This is an optimization exercise on Yosys and OpenROAD, whose aim is small area, not a production implementation. In this exercise RTL edits were held to simulation tests only and were not proved equivalent to the original. Power is estimated from default activity; no workload was simulated.

==> inputs of trial 2 <==
// epd_ctrl
module epd_ctrl (
    input  wire        clk,
    input  wire        rst,
    input  wire        bus_valid,
    input  wire        bus_write,
    input  wire [2:0]  bus_addr,
    input  wire [31:0] bus_wdata,
    output wire        bus_ready,
    output reg  [31:0] bus_rdata,
    output wire        pin_drv_en,
    output wire        pin_vdd,
    output wire        pin_vneg,
    output wire        pin_vpos,
    output wire        pin_le,
    output wire        pin_oe,
    output wire        pin_cl,
    output wire        pin_sph,
    output wire [7:0]  pin_d,
    output wire        pin_ckv,
    output wire        pin_gmode,
    output wire        pin_spv
);
    localparam N = 6;
    localparam [1:0] PWR_ON = 2'd3;
    localparam OP_NONE   = 4'd15;
    localparam OP_SET    = 4'd0;
    localparam OP_QCLK   = 4'd2;
    localparam OP_VSTART = 4'd3;
    localparam OP_VSTOP  = 4'd4;
    localparam OP_VWRITE = 4'd5;
    localparam OP_VSKIP  = 4'd6;
    localparam OP_VBULK  = 4'd7;
    localparam OP_HSTART = 4'd8;
    localparam OP_HWRITE = 4'd9;
    localparam OP_HSTOP  = 4'd10;
    localparam OP_GROUND = 4'd11;
    localparam [4:0] A_VDD0 = {4'd0, 1'b0}, A_VDD1 = {4'd0, 1'b1};
    localparam [4:0] A_VNEG0 = {4'd1, 1'b0}, A_VNEG1 = {4'd1, 1'b1};
    localparam [4:0] A_VPOS0 = {4'd2, 1'b0}, A_VPOS1 = {4'd2, 1'b1};
    localparam [4:0] A_OE0 = {4'd4, 1'b0}, A_OE1 = {4'd4, 1'b1};
    localparam S_IDLE      = 6'd0;
    localparam S_INIT      = 6'd1;
    localparam S_POFF0     = 6'd2;
    localparam S_POFF1     = 6'd3;
    localparam S_POFF2     = 6'd4;
    localparam S_POFF3     = 6'd5;
    localparam S_POFF4     = 6'd6;
    localparam S_BOARD     = 6'd7;
  ...
Settings: LEC_CHECK=0, CAP_MARGIN=20, CORE_MARGIN=2, CORE_UTILIZATION=55, PLACE_DENSITY=0.7, SLEW_MARGIN=20; clock period 10.0 ns.
standard.sh (not shown) runs the stock make flow with config.mk's settings and CLKGATE_MAP_FILE= SYNTH_SCRIPT=/design/flow/synth_recipe.tcl, a recipe that flattens the netlist after the stock synthesis.
==> flow/flow/run.sh <==
#!/bin/bash
# Own layout flow: the standard layout (standard.sh), with these changes in how
# the layout is made:
#  - synthesis is the standard synthesis (synth_recipe.tcl), except that ABC maps
#    the combinational logic with an area-oriented script (flow/area.abc);
#    registers, their names and cell types are those of the standard synthesis;
#  - clock tree synthesis runs without dummy loads and with small clock buffers;
#  - the port buffers are the smallest buffer cell.
# Each tool's full output goes to a log file in the work folder.
set -euo pipefail
W=$(pwd)
cat > "$W/own_synth.tcl" <<EOT
proc abc {args} {
  set i [lsearch \$args -script]
  if {\$i >= 0} { lset args [expr {\$i + 1}] {$W/flow/area.abc} }
  yosys abc {*}\$args
}
source {$W/synth_recipe.tcl}
EOT
sed "s#SYNTH_SCRIPT=[^ ]*synth_recipe.tcl#SYNTH_SCRIPT=$W/own_synth.tcl#" standard.sh > own_standard.sh
grep -q "SYNTH_SCRIPT=$W/own_synth.tcl" own_standard.sh
export CTS_ARGS="-sink_clustering_enable -repair_clock_nets -dont_use_dummy_load -sink_clustering_size 16 -sink_clustering_max_diameter 60 -buf_list {sky130_fd_sc_hd__clkbuf_4 sky130_fd_sc_hd__clkbuf_8}"
export BUFFER_PORTS_ARGS="-inputs -outputs -buffer_cell sky130_fd_sc_hd__buf_1"
bash own_standard.sh synth > synth.log 2>&1
bash own_standard.sh > layout.log 2>&1
test -s out/final.def
==> flow/flow/area.abc <==
strash
&get -n
&dch -f
&nf -a -R 1000
&put
topo
==> build 90: changes against trial 2 <==
--- a/flow/design.v
+++ b/flow/design.v
@@ -109,48 +109,45 @@
     reg [8:0]  s_end;
     always @(*) begin
         s_op  = OP_NONE;
         s_arg = 5'd0;
         s_end = 9'd0;
-        case (state)
-            S_POFF0:    begin s_op = OP_SET; s_arg = A_VPOS0; s_end = 9'd3; end
-            S_POFF1:    begin s_op = OP_SET; s_arg = A_VNEG0; s_end = 9'd3; end
-            S_POFF2:    s_end = 9'd402;
-            S_POFF3:    begin s_op = OP_GROUND; s_end = 9'd10; end
-            S_POFF4:    begin s_op = OP_SET; s_arg = A_VDD0; s_end = 9'd4; end
-            S_B1:       begin s_op = OP_SET; s_arg = A_VPOS0; s_end = 9'd3; end
-            S_B2:       begin s_op = OP_SET; s_arg = A_VNEG0; s_end = 9'd3; end
-            S_B3:       begin s_op = OP_GROUND; s_end = 9'd10; end
-            S_B4:       begin s_op = OP_SET; s_arg = A_VDD0; s_end = 9'd3; end
-            S_CMAP:     s_end = 9'd16;
-            S_PASS:     begin s_op = OP_VSTART; s_end = 9'd17; end
-            S_SKIP:     begin s_op = OP_VSKIP; s_end = 9'd10; end
-            S_LINE:     begin s_op = OP_HSTART; s_end = 9'd5; end
-            S_BYTE:     begin s_op = OP_HWRITE; s_end = 9'd8; end
-            S_HSTOP:    begin s_op = OP_HSTOP; s_end = 9'd6; end
-            S_VW:       begin s_op = OP_VWRITE; s_end = 9'd24; end
-            S_VSTOP:    begin s_op = OP_VSTOP; s_end = 9'd24; end
-            S_ZF:       s_end = 9'd33;
-            S_PON0:     begin s_op = OP_SET; s_arg = A_VDD1; s_end = 9'd3; end
-            S_PON1:     s_end = 9'd42;
-            S_PON2:     begin s_op = OP_SET; s_arg = A_VNEG1; s_end = 9'd3; end
-            S_PON3:     s_end = 9'd202;
-            S_PON4:     begin s_op = OP_SET; s_arg = A_VPOS1; s_end = 9'd3; end
-            S_PON5:     begin s_op = OP_VSTART; s_end = 9'd17; end
-            S_PON6:     begin s_op = OP_QCLK; s_end = 9'd7; end
-            S_PON8:     begin s_op = OP_VSTOP; s_end = 9'd24; end
-            S_SC:       begin s_op = OP_HSTART; s_end = 9'd5; end
-            S_SC_B:     begin s_op = OP_HWRITE; s_end = 9'd8; end
-            S_SC_HSTOP: begin s_op = OP_HSTOP; s_end = 9'd6; end
-            S_SC_OE1:   begin s_op = OP_SET; s_arg = A_OE1; s_end = 9'd3; end
-            S_SC_VST:   begin s_op = OP_VSTART; s_end = 9'd17; end
-            S_SC_BULK:  begin s_op = OP_VBULK; s_end = 9'd25; end
-            S_SC_VSTOP: begin s_op = OP_VSTOP; s_end = 9'd23; end
-            S_SC_OE0:   begin s_op = OP_SET; s_arg = A_OE0; s_end = 9'd3; end
-            S_SC_WAIT:  s_end = 9'd23;
-            default: ;
-        endcase
+        if (state == S_POFF0) begin s_op = OP_SET; s_arg = A_VPOS0; s_end = 9'd3; end
+        else if (state == S_POFF1) begin s_op = OP_SET; s_arg = A_VNEG0; s_end = 9'd3; end
+        else if (state == S_POFF2) begin s_end = 9'd402; end
+        else if (state == S_POFF3) begin s_op = OP_GROUND; s_end = 9'd10; end
+        else if (state == S_POFF4) begin s_op = OP_SET; s_arg = A_VDD0; s_end = 9'd4; end
+        else if (state == S_B1) begin s_op = OP_SET; s_arg = A_VPOS0; s_end = 9'd3; end
+        else if (state == S_B2) begin s_op = OP_SET; s_arg = A_VNEG0; s_end = 9'd3; end
+        else if (state == S_B3) begin s_op = OP_GROUND; s_end = 9'd10; end
+        else if (state == S_B4) begin s_op = OP_SET; s_arg = A_VDD0; s_end = 9'd3; end
+        else if (state == S_CMAP) begin s_end = 9'd16; end
+        else if (state == S_PASS) begin s_op = OP_VSTART; s_end = 9'd17; end
+        else if (state == S_SKIP) begin s_op = OP_VSKIP; s_end = 9'd10; end
+        else if (state == S_LINE) begin s_op = OP_HSTART; s_end = 9'd5; end
+        else if (state == S_BYTE) begin s_op = OP_HWRITE; s_end = 9'd8; end
+        else if (state == S_HSTOP) begin s_op = OP_HSTOP; s_end = 9'd6; end
+        else if (state == S_VW) begin s_op = OP_VWRITE; s_end = 9'd24; end
+        else if (state == S_VSTOP) begin s_op = OP_VSTOP; s_end = 9'd24; end
+        else if (state == S_ZF) begin s_end = 9'd33; end
+        else if (state == S_PON0) begin s_op = OP_SET; s_arg = A_VDD1; s_end = 9'd3; end
+        else if (state == S_PON1) begin s_end = 9'd42; end
+        else if (state == S_PON2) begin s_op = OP_SET; s_arg = A_VNEG1; s_end = 9'd3; end
+        else if (state == S_PON3) begin s_end = 9'd202; end
+        else if (state == S_PON4) begin s_op = OP_SET; s_arg = A_VPOS1; s_end = 9'd3; end
+        else if (state == S_PON5) begin s_op = OP_VSTART; s_end = 9'd17; end
+        else if (state == S_PON6) begin s_op = OP_QCLK; s_end = 9'd7; end
+        else if (state == S_PON8) begin s_op = OP_VSTOP; s_end = 9'd24; end
+        else if (state == S_SC) begin s_op = OP_HSTART; s_end = 9'd5; end
+        else if (state == S_SC_B) begin s_op = OP_HWRITE; s_end = 9'd8; end
+        else if (state == S_SC_HSTOP) begin s_op = OP_HSTOP; s_end = 9'd6; end
+        else if (state == S_SC_OE1) begin s_op = OP_SET; s_arg = A_OE1; s_end = 9'd3; end
+        else if (state == S_SC_VST) begin s_op = OP_VSTART; s_end = 9'd17; end
+        else if (state == S_SC_BULK) begin s_op = OP_VBULK; s_end = 9'd25; end
+        else if (state == S_SC_VSTOP) begin s_op = OP_VSTOP; s_end = 9'd23; end
+        else if (state == S_SC_OE0) begin s_op = OP_SET; s_arg = A_OE0; s_end = 9'd3; end
+        else if (state == S_SC_WAIT) begin s_end = 9'd23; end
     end
     wire last = (t == s_end);
     wire [7:0] hw_byte;
     wire [4:0] t5 = t[4:0];
     reg vdd, vneg, vpos, le, oe, cl, sph, ckv, gmode, spv;
--- a/flow/flow/run.sh
+++ b/flow/flow/run.sh
@@ -17,10 +17,10 @@
 }
 source {$W/synth_recipe.tcl}
 EOT
 sed "s#SYNTH_SCRIPT=[^ ]*synth_recipe.tcl#SYNTH_SCRIPT=$W/own_synth.tcl#" standard.sh > own_standard.sh
 grep -q "SYNTH_SCRIPT=$W/own_synth.tcl" own_standard.sh
-export CTS_ARGS="-sink_clustering_enable -repair_clock_nets -dont_use_dummy_load -sink_clustering_size 16 -sink_clustering_max_diameter 60 -buf_list {sky130_fd_sc_hd__clkbuf_4 sky130_fd_sc_hd__clkbuf_8}"
+export CTS_ARGS="-sink_clustering_enable -repair_clock_nets -dont_use_dummy_load -sink_clustering_size 10 -sink_clustering_max_diameter 45 -buf_list {sky130_fd_sc_hd__clkbuf_4}"
 export BUFFER_PORTS_ARGS="-inputs -outputs -buffer_cell sky130_fd_sc_hd__buf_1"
 bash own_standard.sh synth > synth.log 2>&1
 bash own_standard.sh > layout.log 2>&1
 test -s out/final.def
==> build 27: changes against trial 2 <==
--- a/flow/design.v
+++ b/flow/design.v
@@ -294,30 +294,29 @@
     wire          t_hi = hit ? h_hi : cursor[0];
     wire [1:0]    t_lo = hit ? h_lo : cursor[2:1];
     wire [4:0]    ridx = drawing ? {t_hi, py[2:0], px[3]} : {t_hi, dy, cnt[1]};
     wire [12:0]   tap  = q0[ridx*13 +: 13];
     wire          at_tap = (ph == t_lo);
-    wire [15:0] rd_pair  = gdec(tap);
+    reg  [12:0] sg;
+    wire [15:0] rd_pair  = gdec(at_tap ? tap : sg);
     wire [3:0]  pix_sh   = 4'd14 - {px[2:0], 1'b0};
     wire [15:0] pix_code = colour ? 16'h02 : 16'h01;
     wire [15:0] pix_new  = (rd_pair & ~(16'h03 << pix_sh)) | (pix_code << pix_sh);
     wire        rmw_en   = (state == S_DR && inr && hit) || (state == S_ZF && t[5])
                            || state == S_RMW || rmw_d;
     wire        rmw_go   = rmw_en && at_tap;
     wire        zf_go    = (state == S_CMAP);
     wire [12:0] wval     = zf_go ? 13'd0 : genc(pix_new);
-    reg  [7:0]  sg;
-    wire [7:0]  tap_byte  = cnt[0] ? rd_pair[7:0] : rd_pair[15:8];
-    wire [7:0]  line_byte = !hit ? 8'h00 : at_tap ? tap_byte : sg;
+    wire [7:0]  line_byte = !hit ? 8'h00 : cnt[0] ? rd_pair[7:0] : rd_pair[15:8];
     wire [7:0] clr_byte = (sc == 4'd0) ? (colour ? 8'h55 : 8'hAA)
                                        : (colour ? 8'hAA : 8'h55);
     assign hw_byte = (op == 3'd5) ? clr_byte : line_byte;
     integer r;
     always @(posedge clk) begin
         if (rst) ph <= 2'd0;
         else     ph <= ph[1] ? 2'd0 : ph + 2'd1;
-        if (at_tap) sg <= tap_byte;
+        if (at_tap) sg <= tap;
         q0 <= q1;
         q1 <= q2;
         for (r = 0; r < 32; r = r + 1)
             q2[r*13 +: 13] <= ((rmw_go && ridx == r) || zf_go)
                               ? wval : q0[r*13 +: 13];
==> flow/flow/run.sh (replaced) <==
#!/bin/bash
# Own layout flow: the standard layout (standard.sh), with two changes in how
# the layout is made:
#  - synthesis is the standard synthesis (synth_recipe.tcl), except that ABC maps
#    the combinational logic with an area-oriented script (flow/area.abc);
#    registers, their names and cell types are those of the standard synthesis;
#  - clock tree synthesis runs without dummy loads and with small clock buffers.
# Each tool's full output goes to a log file in the work folder.
set -euo pipefail
W=$(pwd)
cat > "$W/own_synth.tcl" <<EOT
proc abc {args} {
  set i [lsearch \$args -script]
  if {\$i >= 0} { lset args [expr {\$i + 1}] {$W/flow/area.abc} }
  yosys abc {*}\$args
}
source {$W/synth_recipe.tcl}
EOT
sed "s#SYNTH_SCRIPT=[^ ]*synth_recipe.tcl#SYNTH_SCRIPT=$W/own_synth.tcl#" standard.sh > own_standard.sh
grep -q "SYNTH_SCRIPT=$W/own_synth.tcl" own_standard.sh
export CTS_ARGS="-sink_clustering_enable -repair_clock_nets -dont_use_dummy_load -sink_clustering_size 16 -sink_clustering_max_diameter 60 -buf_list {sky130_fd_sc_hd__clkbuf_4 sky130_fd_sc_hd__clkbuf_8}"
bash own_standard.sh synth > synth.log 2>&1
bash own_standard.sh > layout.log 2>&1
test -s out/final.def
--- a/flow/config.mk
+++ b/flow/config.mk
@@ -5,8 +5,8 @@
 export SDC_FILE = /design/flow/constraint.sdc
 export NUM_CORES = 4
 export LEC_CHECK = 0
 export CAP_MARGIN = 20
 export CORE_MARGIN = 2
-export CORE_UTILIZATION = 55
-export PLACE_DENSITY = 0.7
+export CORE_UTILIZATION = 40
+export PLACE_DENSITY = 0.6
 export SLEW_MARGIN = 20
==> trial 34: changes against trial 2 <==
--- a/flow/design.v
+++ b/flow/design.v
@@ -294,30 +294,29 @@
     wire          t_hi = hit ? h_hi : cursor[0];
     wire [1:0]    t_lo = hit ? h_lo : cursor[2:1];
     wire [4:0]    ridx = drawing ? {t_hi, py[2:0], px[3]} : {t_hi, dy, cnt[1]};
     wire [12:0]   tap  = q0[ridx*13 +: 13];
     wire          at_tap = (ph == t_lo);
-    wire [15:0] rd_pair  = gdec(tap);
+    reg  [12:0] sg;
+    wire [15:0] rd_pair  = gdec(at_tap ? tap : sg);
     wire [3:0]  pix_sh   = 4'd14 - {px[2:0], 1'b0};
     wire [15:0] pix_code = colour ? 16'h02 : 16'h01;
     wire [15:0] pix_new  = (rd_pair & ~(16'h03 << pix_sh)) | (pix_code << pix_sh);
     wire        rmw_en   = (state == S_DR && inr && hit) || (state == S_ZF && t[5])
                            || state == S_RMW || rmw_d;
     wire        rmw_go   = rmw_en && at_tap;
     wire        zf_go    = (state == S_CMAP);
     wire [12:0] wval     = zf_go ? 13'd0 : genc(pix_new);
-    reg  [7:0]  sg;
-    wire [7:0]  tap_byte  = cnt[0] ? rd_pair[7:0] : rd_pair[15:8];
-    wire [7:0]  line_byte = !hit ? 8'h00 : at_tap ? tap_byte : sg;
+    wire [7:0]  line_byte = !hit ? 8'h00 : cnt[0] ? rd_pair[7:0] : rd_pair[15:8];
     wire [7:0] clr_byte = (sc == 4'd0) ? (colour ? 8'h55 : 8'hAA)
                                        : (colour ? 8'hAA : 8'h55);
     assign hw_byte = (op == 3'd5) ? clr_byte : line_byte;
     integer r;
     always @(posedge clk) begin
         if (rst) ph <= 2'd0;
         else     ph <= ph[1] ? 2'd0 : ph + 2'd1;
-        if (at_tap) sg <= tap_byte;
+        if (at_tap) sg <= tap;
         q0 <= q1;
         q1 <= q2;
         for (r = 0; r < 32; r = r + 1)
             q2[r*13 +: 13] <= ((rmw_go && ridx == r) || zf_go)
                               ? wval : q0[r*13 +: 13];
--- a/flow/flow/run.sh
+++ b/flow/flow/run.sh
@@ -1,7 +1,7 @@
 #!/bin/bash
-# Own layout flow: the standard layout (standard.sh), with these changes in how
+# Own layout flow: the standard layout (standard.sh), with two changes in how
 # the layout is made:
 #  - synthesis is the standard synthesis (synth_recipe.tcl), except that ABC maps
 #    the combinational logic with an area-oriented script (flow/area.abc);
 #    registers, their names and cell types are those of the standard synthesis;
 #  - clock tree synthesis runs without dummy loads and with small clock buffers;
==> results.txt <==
- The lowest clock skew belongs to trial 34, the highest to build 27.
- Clock power: build 90 is lower than trial 34 (about 6%).
- Between trial 2 and trial 34, the lower final area is in trial 2 (gap about 0.75%, measured against trial 34).
- Sequential share of layout area, lowest first: build 27, trial 34, trial 2, build 90.
- First-iteration DRC count: build 27 < build 90 < trial 2 < trial 34.
- In flip-flop and latch count, build 27 and trial 34 do not differ.
- The lowest hold slack belongs to build 27, the highest to trial 2.
- Of trial 2 and build 90, build 90 has the higher clock-buffer cell count (gap 58).
- Of trial 2 and build 27, build 27 has the higher sequential power (gap about 3%, measured against build 27).
- Critical path depth: trial 34 is higher than build 27 (1).
==> figures <==
quantity	build 90	build 27	trial 2	trial 34
Tapcells	950	1298	950	959
Fraction of synthesized cell area in xor and xnor cells	1.002%	1.062%	1.049%	1.062%
Critical R2R Launch	state[3]	state[2]	state[2]	state[2]
Req. time, crit path	10.89 ns	10.49 ns	10.63 ns	10.52 ns
Result of the run	timing/DRC/antenna clean	timing/DRC/antenna clean	timing/DRC/antenna clean	timing/DRC/antenna clean
Wire length of the first global-routing pass	153.9 mm	155.8 mm	154.4 mm	152.9 mm
Met3 demand-to-capacity share in global routing	4.476%	2.741%	3.617%	3.622%
Sequential group share of total power	69.8%	63.5%	63.6%	63.8%
Inverter count	38	49	48	49
Worst R2R End	q2[303]	q2[356]	q2[174]	q2[356]
Clock Skew	0.1165 ns	0.1500 ns	0.1091 ns	0.1077 ns
Peak VDD IR	0.1261 mV	0.1164 mV	0.1623 mV	0.1131 mV
Minimum clock period	9.122 ns	9.116 ns	9.156 ns	9.129 ns
Area of the mapped netlist	0.03935 mm^2	0.04042 mm^2	0.04009 mm^2	0.04042 mm^2
Average wire per cell in the routed design	20.64 um	19.37 um	20.52 um	20.24 um
Fraction of area in registers	64.79%	62.57%	64.13%	63.88%
Post-route fraction of the period consumed by the critical path	91.22%	91.16%	91.56%	91.29%
Final core occ	60.24%	45.00%	60.97%	60.60%
Startpoint of the lowest-slack hold path	q1[159]	q2[354]	q2[5]	q1[204]
Worst hold slack	0.2701 ns	0.2320 ns	0.2866 ns	0.2720 ns
Antenna diodes	6	3	2	1

-- separate check: timing with driven ports --
No port has a modelled driver above. Below, the same layouts with a new extraction and two added sets of constraints.
Step 1 (the two cells are an assumption about what drives the block):
set clk [get_ports {clk}]
set_driving_cell -lib_cell sky130_fd_sc_hd__clkbuf_16 $clk
set_driving_cell -lib_cell sky130_fd_sc_hd__buf_2 [delete_from_list [all_inputs] $clk]
Step 2 times the ports against the registers' clock, not the clock port: input delays grow and output delays shrink by t, the midpoint of the rising clock arrivals with the driver on.
Slacks: ideal / step 1 / step 2; pairs: ideal / step 1.
run | shift t [ns] | slack for setup (ns) | hold slack, ns | latest minus earliest clock arrival (ns) | cell pins on the clock port's net
trial 2 | 0.754 | 0.844 / 0.844 / 0.844 | 0.287 / 0.287 / 0.287 | 0.116 / 0.116 | 1
build 90 | 1.069 | 0.878 / 0.878 / 0.878 | 0.270 / 0.270 / 0.270 | 0.117 / 0.117 | 1
build 27 | 0.761 | 0.884 / 0.884 / 0.884 | 0.232 / 0.232 / 0.232 | 0.150 / 0.150 | 1
trial 34 | 0.752 | 0.871 / 0.871 / 0.871 | 0.272 / 0.272 / 0.272 | 0.115 / 0.115 | 1
After both steps setup and hold are still met in every run listed.
